Context: an optimization exercise on an open-source flow, tuned for small area and few clock cycles. The choices shown serve that exercise and are no tape-out recipe. In this exercise RTL edits were held to simulation tests only and were not proved equivalent to the original. Power and IR drop assume default switching activity.

Design mmu_walk_engine, start of the top module:
module mmu_walk_engine (
    input  wire        clk,
    input  wire        rst,
    input  wire        cmd_valid,
    output wire        cmd_ready,
    input  wire [31:0] cmd_word,
    input  wire [63:0] cmd_a0,
    input  wire [63:0] cmd_a1,
    input  wire [63:0] cmd_a2,
    output wire        mem_req_valid,
    output wire [47:0] mem_req_addr,
    input  wire        mem_rsp_valid,
    input  wire        mem_rsp_fail,
    input  wire [63:0] mem_rsp_data,
    output wire        reg_req_valid,
    output wire [2:0]  reg_req_sel,
    input  wire        reg_rsp_valid,
    input  wire        reg_rsp_fail,
    input  wire [63:0] reg_rsp_data,
    output wire        rec_valid,
    input  wire        rec_ready,
    output wire [3:0]  rec_type,
    output wire [1:0]  rec_level,
    output wire [8:0]  rec_index,
    output wire [47:0] rec_base,
    output wire [47:0] rec_ea,
    output wire [63:0] rec_raw,
    output wire [63:0] rec_desc,
    output wire [63:0] rec_prefix,
    output wire [11:0] rec_info
);
==> flow/config.mk <==
export PLATFORM = sky130hd
export DESIGN_NAME = mmu_walk_engine
export DESIGN_NICKNAME = mmu_walk_engine
export VERILOG_FILES = /design/flow/design.v
export SDC_FILE = /design/flow/constraint.sdc
export NUM_CORES = 4
export LEC_CHECK = 0
export CAP_MARGIN = 5
export CORE_MARGIN = 2
export CORE_UTILIZATION = 40
export PLACE_DENSITY = 0.6
export SLEW_MARGIN = 5
==> flow/constraint.sdc <==
create_clock -name core_clock -period 10.0 [get_ports {clk}]
set_input_delay 2.0000 -clock core_clock [delete_from_list [all_inputs] [get_ports {clk}]]
set_output_delay 2.0000 -clock core_clock [all_outputs]
set_load 0.01 [all_outputs]
standard.sh (not shown) runs the stock make flow with config.mk's settings and CLKGATE_MAP_FILE= SYNTH_SCRIPT=/design/flow/synth_recipe.tcl, a recipe that flattens the netlist after the stock synthesis.
==> flow/flow/run.sh <==
#!/bin/bash
# Layout flow: the standard ORFS flow with two changes:
#  - the port buffers that global placement inserts on every input and output
#    are the smallest buffer cell (sky130_fd_sc_hd__buf_1);
#  - clock tree synthesis clusters the flip-flops in larger groups and inserts
#    no dummy load cells.
# The full output of the flow goes to flow_standard.log in this folder.
set -euo pipefail
bash standard.sh \
  "BUFFER_PORTS_ARGS=-buffer_cell sky130_fd_sc_hd__buf_1" \
  "CTS_ARGS=-sink_clustering_enable -repair_clock_nets -dont_use_dummy_load -sink_clustering_size 20 -sink_clustering_max_diameter 100 -buf_list sky130_fd_sc_hd__clkbuf_16" \
  finish > flow_standard.log 2>&1
The starting point completed without violations.
Testbench counts at the start, summed over its fixed seeds: cycles 186,347.
Edit:
==> flow/run.sh (new file) <==
#!/bin/bash
# synth_recipe.tcl (not shown) runs the flow's synth.tcl, then flattens the netlist and writes it again
# the make line also repeats each setting of config.mk as NAME=value (left out here)
make -C /OpenROAD-flow-scripts/flow DESIGN_CONFIG=/design/flow/config.mk WORK_HOME=/design/flow/orfs CLKGATE_MAP_FILE= SYNTH_SCRIPT=/design/flow/synth_recipe.tcl finish
- CAP_MARGIN: 5 -> 20
- SLEW_MARGIN: 5 -> 20
removed: flow/flow/run.sh
removed: flow/standard.sh
Result:
- sequential cell count stays the same
- utilization came out higher by 9.7 points
- routed wire length came out higher by a few percent
- count of clock-buffer cells in the layout came out higher by 29
- global-route usage came out higher by 1.5 points
- area after synthesis does not change
Edit:
==> flow/flow/run.sh (new file) <==
#!/bin/bash
# Layout flow: the standard ORFS flow with two changes:
#  - the port buffers that global placement inserts on every input and output
#    are the smallest buffer cell (sky130_fd_sc_hd__buf_1);
#  - clock tree synthesis clusters the flip-flops in larger groups and inserts
#    no dummy load cells.
# The full output of the flow goes to flow_standard.log in this folder.
set -euo pipefail
bash standard.sh \
  "BUFFER_PORTS_ARGS=-buffer_cell sky130_fd_sc_hd__buf_1" \
  "CTS_ARGS=-sink_clustering_enable -repair_clock_nets -dont_use_dummy_load -sink_clustering_size 20 -sink_clustering_max_diameter 100 -buf_list sky130_fd_sc_hd__clkbuf_16" \
  finish > flow_standard.log 2>&1
==> flow/standard.sh (new file) <==
#!/bin/bash
# synth_recipe.tcl (not shown) runs the flow's synth.tcl, then flattens the netlist and writes it again
# the make line also repeats each setting of config.mk as NAME=value (left out here)
make -C /OpenROAD-flow-scripts/flow DESIGN_CONFIG=/design/flow/config.mk WORK_HOME=/design/flow/orfs CLKGATE_MAP_FILE= SYNTH_SCRIPT=/design/flow/synth_recipe.tcl "${@:-finish}"
- CAP_MARGIN: 20 -> 5
- PLACE_DENSITY: 0.6 -> 0.75
- SLEW_MARGIN: 20 -> 5
removed: flow/run.sh
After rerunning: The new run finished with timing, DRC and antenna clean; register-to-register slack gains 0.19 ns; setup slack gains 0.53 ns; area after synthesis is unchanged; via count increases by 1.6%; wire length decreases by about 2.4%.
Edit:
--- a/flow/flow/run.sh
+++ b/flow/flow/run.sh
@@ -11 +11 @@
-  "CTS_ARGS=-sink_clustering_enable -repair_clock_nets -dont_use_dummy_load -sink_clustering_size 20 -sink_clustering_max_diameter 100 -buf_list sky130_fd_sc_hd__clkbuf_16" \
+  "CTS_ARGS=-sink_clustering_enable -repair_clock_nets -dont_use_dummy_load -sink_clustering_size 25 -sink_clustering_max_diameter 110 -buf_list sky130_fd_sc_hd__clkbuf_16" \
- PLACE_DENSITY: 0.75 -> 0.6
Total power went down by 2.1%.
Fmax went up by 3.6%.
Wire length went down by 2.2%.
Clock-buffer cell count went down by 5.

## build 12
mmu_walk_engine, a different RTL version from the one above (not shown whole).
For scale: ~730 I/O pins, about 0.020 sq mm of cells after synthesis.
export LEC_CHECK = 0
export CAP_MARGIN = 20
export CORE_MARGIN = 2
export CORE_UTILIZATION = 40
export CTS_BUF_LIST = sky130_fd_sc_hd__clkbuf_16
export CTS_CLUSTER_DIAMETER = 120
export CTS_CLUSTER_SIZE = 30
export PLACE_DENSITY = 0.6
export SLEW_MARGIN = 20
create_clock -name core_clock -period 10.0 [get_ports {clk}]
==> flow/flow/run.sh <==
#!/bin/bash
# Layout flow: the standard ORFS flow, with the port buffers that global
# placement inserts on every input and output made of the smallest buffer
# cell (sky130_fd_sc_hd__buf_1) instead of the cell the resizer picks.
# The full output of the flow goes to flow_standard.log in this folder.
set -euo pipefail
bash standard.sh "BUFFER_PORTS_ARGS=-buffer_cell sky130_fd_sc_hd__buf_1" finish > flow_standard.log 2>&1
Testbench counts of build 12, summed over its fixed seeds: cycles 186,347.
#### Input delta (build 34 over build 12)
# build 12
export LEC_CHECK = 0
export CAP_MARGIN = 20
export CORE_MARGIN = 2
export CORE_UTILIZATION = 40
export CTS_BUF_LIST = sky130_fd_sc_hd__clkbuf_16
export CTS_CLUSTER_DIAMETER = 120
export CTS_CLUSTER_SIZE = 30
export PLACE_DENSITY = 0.6
export SLEW_MARGIN = 20
create_clock -name core_clock -period 10.0 [get_ports {clk}]
# build 34
export LEC_CHECK = 0
export CAP_MARGIN = 20
export CORE_MARGIN = 2
export CORE_UTILIZATION = 40
export CTS_BUF_LIST = sky130_fd_sc_hd__clkbuf_4
export PLACE_DENSITY = 0.6
export SLEW_MARGIN = 20
create_clock -name core_clock -period 10.0 [get_ports {clk}]
==> run summary <==
- NOTE overall power of the completed layout build 12->build 34 increased by more than 10%
- [compare] base=build 12 new=build 34: design internal power saw an increase, maximum frequency lower, count of distinct cell types in the synthesized netlist has remained practically unchanged.
- Diff build 12 -> build 34: first-pass GRT wire length now sits higher; end-of-flow core utilization moved up; number of buffers inserted during clock tree synthesis picked up an extra 89.
- Build 34 against build 12: non-clock buffer total of the final layout held steady; sequential cell count about even; worst setup slack fell by 0.26 ns.
- Non-clock buffer contribution to total cell area: build 34 and build 12 compared, higher one is build 12
Inputs modified between build 34 and build 93:
# build 34
export LEC_CHECK = 0
export CAP_MARGIN = 20
export CORE_MARGIN = 2
export CORE_UTILIZATION = 40
export CTS_BUF_LIST = sky130_fd_sc_hd__clkbuf_4
export PLACE_DENSITY = 0.6
export SLEW_MARGIN = 20
create_clock -name core_clock -period 10.0 [get_ports {clk}]
# build 93
export LEC_CHECK = 0
export CAP_MARGIN = 20
export CORE_MARGIN = 2
export CORE_UTILIZATION = 40
export CTS_BUF_LIST = sky130_fd_sc_hd__clkbuf_8
export CTS_CLUSTER_SIZE = 30
export PLACE_DENSITY = 0.6
export SLEW_MARGIN = 20
create_clock -name core_clock -period 10.0 [get_ports {clk}]
## What came out
[compare] base=build 34 new=build 93: combined global-route utilization of all metal layers flat, combinational power flat, global-route wire length before repair down 0.51%, total detailed-routing wirelength flat, non-clock buffer count flat. The switching component of the power on build 34 is in line with that on build 93. From build 34 to build 93, sum of negative setup slack did not move at all. The average vias per placed instance of build 93 is higher than that of build 34. Delta(number of global-route vias before repair, build 93 - build 34) < 0. Build 93 vs build 34 — fmax rose 3.4%.
Relative to build 93, the following input files were edited for build 18:
# build 93
export LEC_CHECK = 0
export CAP_MARGIN = 20
export CORE_MARGIN = 2
export CORE_UTILIZATION = 40
export CTS_BUF_LIST = sky130_fd_sc_hd__clkbuf_8
export CTS_CLUSTER_SIZE = 30
export PLACE_DENSITY = 0.6
export SLEW_MARGIN = 20
create_clock -name core_clock -period 10.0 [get_ports {clk}]
# build 18
export LEC_CHECK = 0
export CAP_MARGIN = 20
export CORE_MARGIN = 2
export CORE_UTILIZATION = 40
export PLACE_DENSITY = 0.6
export SLEW_MARGIN = 20
create_clock -name core_clock -period 10.0 [get_ports {clk}]
==> flow/run.sh (new file) <==
#!/bin/bash
# synth_recipe.tcl (not shown) runs the flow's synth.tcl, then flattens the netlist and writes it again
# the make line also repeats each setting of config.mk as NAME=value (left out here)
make -C /OpenROAD-flow-scripts/flow DESIGN_CONFIG=/design/flow/config.mk WORK_HOME=/design/flow/orfs CLKGATE_MAP_FILE= SYNTH_SCRIPT=/design/flow/synth_recipe.tcl finish
removed: flow/flow/run.sh
removed: flow/standard.sh
Results
Build 18: flow completed, timing, DRC and antenna clean
Sort build 93 and build 18 by design area, ascending, and build 93 comes first.
Of build 93 and build 18, build 93 shows the lower total met2 wirelength after detailed routing, with build 18 above it.
Changes observed in build 18 relative to build 93: combined global-route utilization of all metal layers rose by 0.53 points, non-clock buffer count went down by about 0.7%, final RePlAce weighted congestion moved down.
Reported for build 93 and build 18, count of multi-input combinational gates turned out identical to the last digit.
Re combinational power: build 18 is 24% up on build 93.
The lower top achievable clock speed of build 93 and build 18 is in build 18.
Build 18 vs build 93: pin count of the biggest net entering global routing down in build 18

mmu_walk_engine, a different RTL version from the one above (not shown whole).
Size: about 1800 cells after synthesis, roughly 20000 µm² of cells after synthesis.
clock: 10.0 ns
lec_check: 0
cap_margin: 5
core_margin: 2
core_utilization: 40
place_density: 0.6
slew_margin: 5
==> flow/flow/run.sh <==
#!/bin/bash
# Layout flow: the standard ORFS flow with two changes:
#  - the port buffers that global placement inserts on every input and output
#    are the smallest buffer cell (sky130_fd_sc_hd__buf_1);
#  - clock tree synthesis clusters the flip-flops in larger groups and inserts
#    no dummy load cells.
# The full output of the flow goes to flow_standard.log in this folder.
set -euo pipefail
bash standard.sh \
  "BUFFER_PORTS_ARGS=-buffer_cell sky130_fd_sc_hd__buf_1" \
  "CTS_ARGS=-sink_clustering_enable -repair_clock_nets -dont_use_dummy_load -sink_clustering_size 25 -sink_clustering_max_diameter 110 -buf_list sky130_fd_sc_hd__clkbuf_16" \
  finish > flow_standard.log 2>&1
The baseline ran to the end with no violations.
Testbench counts at the start, summed over its fixed seeds: cycles 186,347.
Then changed:
--- a/flow/flow/run.sh
+++ b/flow/flow/run.sh
@@ -9,4 +9,4 @@
 bash standard.sh \
   "BUFFER_PORTS_ARGS=-buffer_cell sky130_fd_sc_hd__buf_1" \
-  "CTS_ARGS=-sink_clustering_enable -repair_clock_nets -dont_use_dummy_load -sink_clustering_size 25 -sink_clustering_max_diameter 110 -buf_list sky130_fd_sc_hd__clkbuf_16" \
+  "CTS_ARGS=-sink_clustering_enable -repair_clock_nets -dont_use_dummy_load -sink_clustering_size 20 -sink_clustering_max_diameter 100 -buf_list sky130_fd_sc_hd__clkbuf_16" \
   finish > flow_standard.log 2>&1
Outcome: The changed run finished clean. Clock skew is lower by 0.0032 ns. Utilization is higher by 0.26 points. Routed wire length stays flat. Synthesized area is unchanged. Setup slack gets worse by 0.045 ns. Register-to-register slack gets worse by 0.04 ns.
Then changed:
CAP_MARGIN = 20   (was 5)
SLEW_MARGIN = 20   (was 5)
Result:
- The changed run produced a clean layout
- non-clock buffer count is unchanged
- die area is unchanged
- area after synthesis is unchanged
- total power hardly moves
- global-route usage stays flat

RTL: one of the versions met above, not the one the previous note started from.
Size in the first run: about 1800 cells after synthesis, about 390 flip-flops, ~20000 sq um of cells after synthesis.
clock: 10.0 ns
lec_check: 0
cap_margin: 20
core_margin: 2
core_utilization: 65
cts_buf_list: sky130_fd_sc_hd__clkbuf_8
cts_cluster_diameter: 150
cts_cluster_size: 40
place_density: 0.75
slew_margin: 20
==> flow/flow/run.sh <==
#!/bin/bash
# Layout flow: the standard ORFS flow, with the port buffers that global
# placement inserts on every input and output made of the smallest buffer
# cell (sky130_fd_sc_hd__buf_1) instead of the cell the resizer picks.
# The full output of the flow goes to flow_standard.log in this folder.
set -euo pipefail
bash standard.sh "BUFFER_PORTS_ARGS=-buffer_cell sky130_fd_sc_hd__buf_1" finish > flow_standard.log 2>&1
The starting point ended with an error in I/O pin placement with PPL-0024.
Testbench counts at the start, summed over its fixed seeds: cycles 186,347.
Edit:
- CORE_UTILIZATION: 65 -> 40
- CTS_BUF_LIST: sky130_fd_sc_hd__clkbuf_8 -> default
- CTS_CLUSTER_DIAMETER: 150 -> default
- CTS_CLUSTER_SIZE: 40 -> default
- PLACE_DENSITY: 0.75 -> 0.6
The changed run completed without violations.
Area after synthesis stays the same.
Synthesized cell count stays the same.
Edit:
==> flow/flow/run.sh (replaced) <==
#!/bin/bash
# Layout flow: the standard ORFS flow with two changes:
#  - the port buffers that global placement inserts on every input and output
#    are the smallest buffer cell (sky130_fd_sc_hd__buf_1);
#  - clock tree synthesis clusters the flip-flops in larger groups and inserts
#    no dummy load cells.
# The full output of the flow goes to flow_standard.log in this folder.
set -euo pipefail
bash standard.sh \
  "BUFFER_PORTS_ARGS=-buffer_cell sky130_fd_sc_hd__buf_1" \
  "CTS_ARGS=-sink_clustering_enable -repair_clock_nets -dont_use_dummy_load -sink_clustering_size 20 -sink_clustering_max_diameter 100 -buf_list sky130_fd_sc_hd__clkbuf_16" \
  finish > flow_standard.log 2>&1
Outcome: Clock-buffer cell count came out lower by 30. Setup slack gains 0.070 ns. Register-to-register slack improves by 0.08 ns. Design area fell by about 3.4%. Clock power is lower by 41%. Synthesized area does not change. Combinational power hardly moves.

mmu_walk_engine with an RTL version that a note above also has.
Size: ~1800 cells after synthesis, ~370 flip-flops, ~730 I/O pins, roughly 20000 µm² of cells after synthesis.
==> flow/design.v (excerpt) <==
module mmu_walk_engine (
    input  wire        clk,
    input  wire        rst,
    input  wire        cmd_valid,
    output wire        cmd_ready,
    input  wire [31:0] cmd_word,
    input  wire [63:0] cmd_a0,
    input  wire [63:0] cmd_a1,
    input  wire [63:0] cmd_a2,
    output wire        mem_req_valid,
    output wire [47:0] mem_req_addr,
    input  wire        mem_rsp_valid,
    input  wire        mem_rsp_fail,
    input  wire [63:0] mem_rsp_data,
    output wire        reg_req_valid,
    output wire [2:0]  reg_req_sel,
    input  wire        reg_rsp_valid,
    input  wire        reg_rsp_fail,
    input  wire [63:0] reg_rsp_data,
    output wire        rec_valid,
    input  wire        rec_ready,
    output wire [3:0]  rec_type,
    output wire [1:0]  rec_level,
    output wire [8:0]  rec_index,
    output wire [47:0] rec_base,
    output wire [47:0] rec_ea,
    output wire [63:0] rec_raw,
    output wire [63:0] rec_desc,
    output wire [63:0] rec_prefix,
    output wire [11:0] rec_info
);
    localparam [3:0] OP_DECOMPOSE = 4'd1, OP_SELROOT = 4'd2, OP_DECODE = 4'd3,
                     OP_WALK = 4'd4, OP_WALKR = 4'd5, OP_WALKPC = 4'd6,
                     OP_ENUM = 4'd7, OP_ENUMT = 4'd8, OP_DESCRIBE = 4'd9;
    localparam [3:0] R_ILLEGAL = 4'd0, W_ENTRY = 4'd1, E_ENTRY = 4'd2,
                     E_UNREAD = 4'd3, E_TABLE_END = 4'd4, R_DECOMP = 4'd8,
  ...
==> flow/config.mk <==
export PLATFORM = sky130hd
export DESIGN_NAME = mmu_walk_engine
export DESIGN_NICKNAME = mmu_walk_engine
export VERILOG_FILES = /design/flow/design.v
export SDC_FILE = /design/flow/constraint.sdc
export NUM_CORES = 4
export LEC_CHECK = 0
export CAP_MARGIN = 5
export CORE_MARGIN = 2
export CORE_UTILIZATION = 40
export PLACE_DENSITY = 0.6
export SLEW_MARGIN = 5
==> flow/constraint.sdc <==
create_clock -name core_clock -period 10.0 [get_ports {clk}]
set_input_delay 2.0000 -clock core_clock [delete_from_list [all_inputs] [get_ports {clk}]]
set_output_delay 2.0000 -clock core_clock [all_outputs]
set_load 0.01 [all_outputs]
==> flow/flow/run.sh <==
#!/bin/bash
# Layout flow: the standard ORFS flow with two changes:
#  - the port buffers that global placement inserts on every input and output
#    are the smallest buffer cell (sky130_fd_sc_hd__buf_1);
#  - clock tree synthesis clusters the flip-flops in larger groups and inserts
#    no dummy load cells.
# The full output of the flow goes to flow_standard.log in this folder.
set -euo pipefail
bash standard.sh \
  "BUFFER_PORTS_ARGS=-buffer_cell sky130_fd_sc_hd__buf_1" \
  "CTS_ARGS=-sink_clustering_enable -repair_clock_nets -dont_use_dummy_load -sink_clustering_size 30 -sink_clustering_max_diameter 120 -buf_list sky130_fd_sc_hd__clkbuf_16" \
  finish > flow_standard.log 2>&1
Testbench counts at the start, summed over its fixed seeds: cycles 186,347.
Change:
--- a/flow/flow/run.sh
+++ b/flow/flow/run.sh
@@ -9,4 +9,4 @@
 bash standard.sh \
   "BUFFER_PORTS_ARGS=-buffer_cell sky130_fd_sc_hd__buf_1" \
-  "CTS_ARGS=-sink_clustering_enable -repair_clock_nets -dont_use_dummy_load -sink_clustering_size 30 -sink_clustering_max_diameter 120 -buf_list sky130_fd_sc_hd__clkbuf_16" \
+  "CTS_ARGS=-sink_clustering_enable -repair_clock_nets -dont_use_dummy_load -sink_clustering_size 25 -sink_clustering_max_diameter 140 -buf_list sky130_fd_sc_hd__clkbuf_16" \
   finish > flow_standard.log 2>&1
Effect:
- via count is about the same
- worst hold slack barely changes
- clock skew decreases by 0.022 ns
- setup slack loses 0.0098 ns
- maximum frequency stays flat

## separate check: timing with driven ports
No port has a modelled driver above. Below, the same layouts with a new extraction and two added sets of constraints. Step 1 sets driving cells, clkbuf_16 on the clock port and buf_2 on the other inputs (assumed; they add their load-dependent delay and slew). Step 2, shift: input delay + t, output delay - t, t = (earliest + latest rising clock arrival at the registers) / 2. This alone moves slack from input paths to output paths. Three values: ideal, step 1, step 2; two values: the first two.
run | t, ns | slack for setup (ns) | slew at the worst register clock pin (ns) | worst slew at a driven data input, ns | cell pins on the clock port's net
the first run of note 1 | 0.595 | 2.518 / 2.467 / 3.062 | 0.09 / 0.09 | 0.13 | 1
the second run of note 1 | 0.620 | 1.730 / 1.678 / 2.298 | 0.06 / 0.06 | 0.13 | 1
the third run of note 1 | 0.609 | 2.261 / 2.202 / 2.812 | 0.09 / 0.09 | 0.14 | 1
the fourth run of note 1 | 0.571 | 2.530 / 2.478 / 3.049 | 0.11 / 0.11 | 0.14 | 1
build 12 | 0.598 | 2.453 / 2.395 / 2.993 | 0.12 / 0.12 | 0.10 | 1
build 34 | 0.908 | 2.192 / 2.138 / 3.046 | 0.07 / 0.07 | 0.11 | 1
build 93 | 0.689 | 2.449 / 2.393 / 3.082 | 0.07 / 0.07 | 0.10 | 1
build 18 | 0.635 | 2.273 / 2.208 / 2.842 | 0.06 / 0.06 | 0.09 | 1
the first run of note 3 | 0.605 | 2.288 / 2.227 / 2.833 | 0.12 / 0.12 | 0.13 | 1
the second run of note 3 | 0.618 | 2.243 / 2.180 / 2.798 | 0.09 / 0.09 | 0.14 | 1
the third run of note 3 | 0.617 | 2.290 / 2.229 / 2.846 | 0.09 / 0.09 | 0.13 | 1
the second run of note 4 | 0.629 | 2.459 / 2.396 / 3.025 | 0.06 / 0.06 | 0.10 | 1
the third run of note 4 | 0.611 | 2.530 / 2.473 / 3.084 | 0.09 / 0.09 | 0.10 | 1
the first run of note 5 | 0.568 | 2.502 / 2.452 / 3.020 | 0.12 / 0.12 | 0.15 | 1
the second run of note 5 | 0.577 | 2.492 / 2.440 / 3.017 | 0.11 / 0.11 | 0.15 | 1
After both steps setup and hold are still met in every run listed.
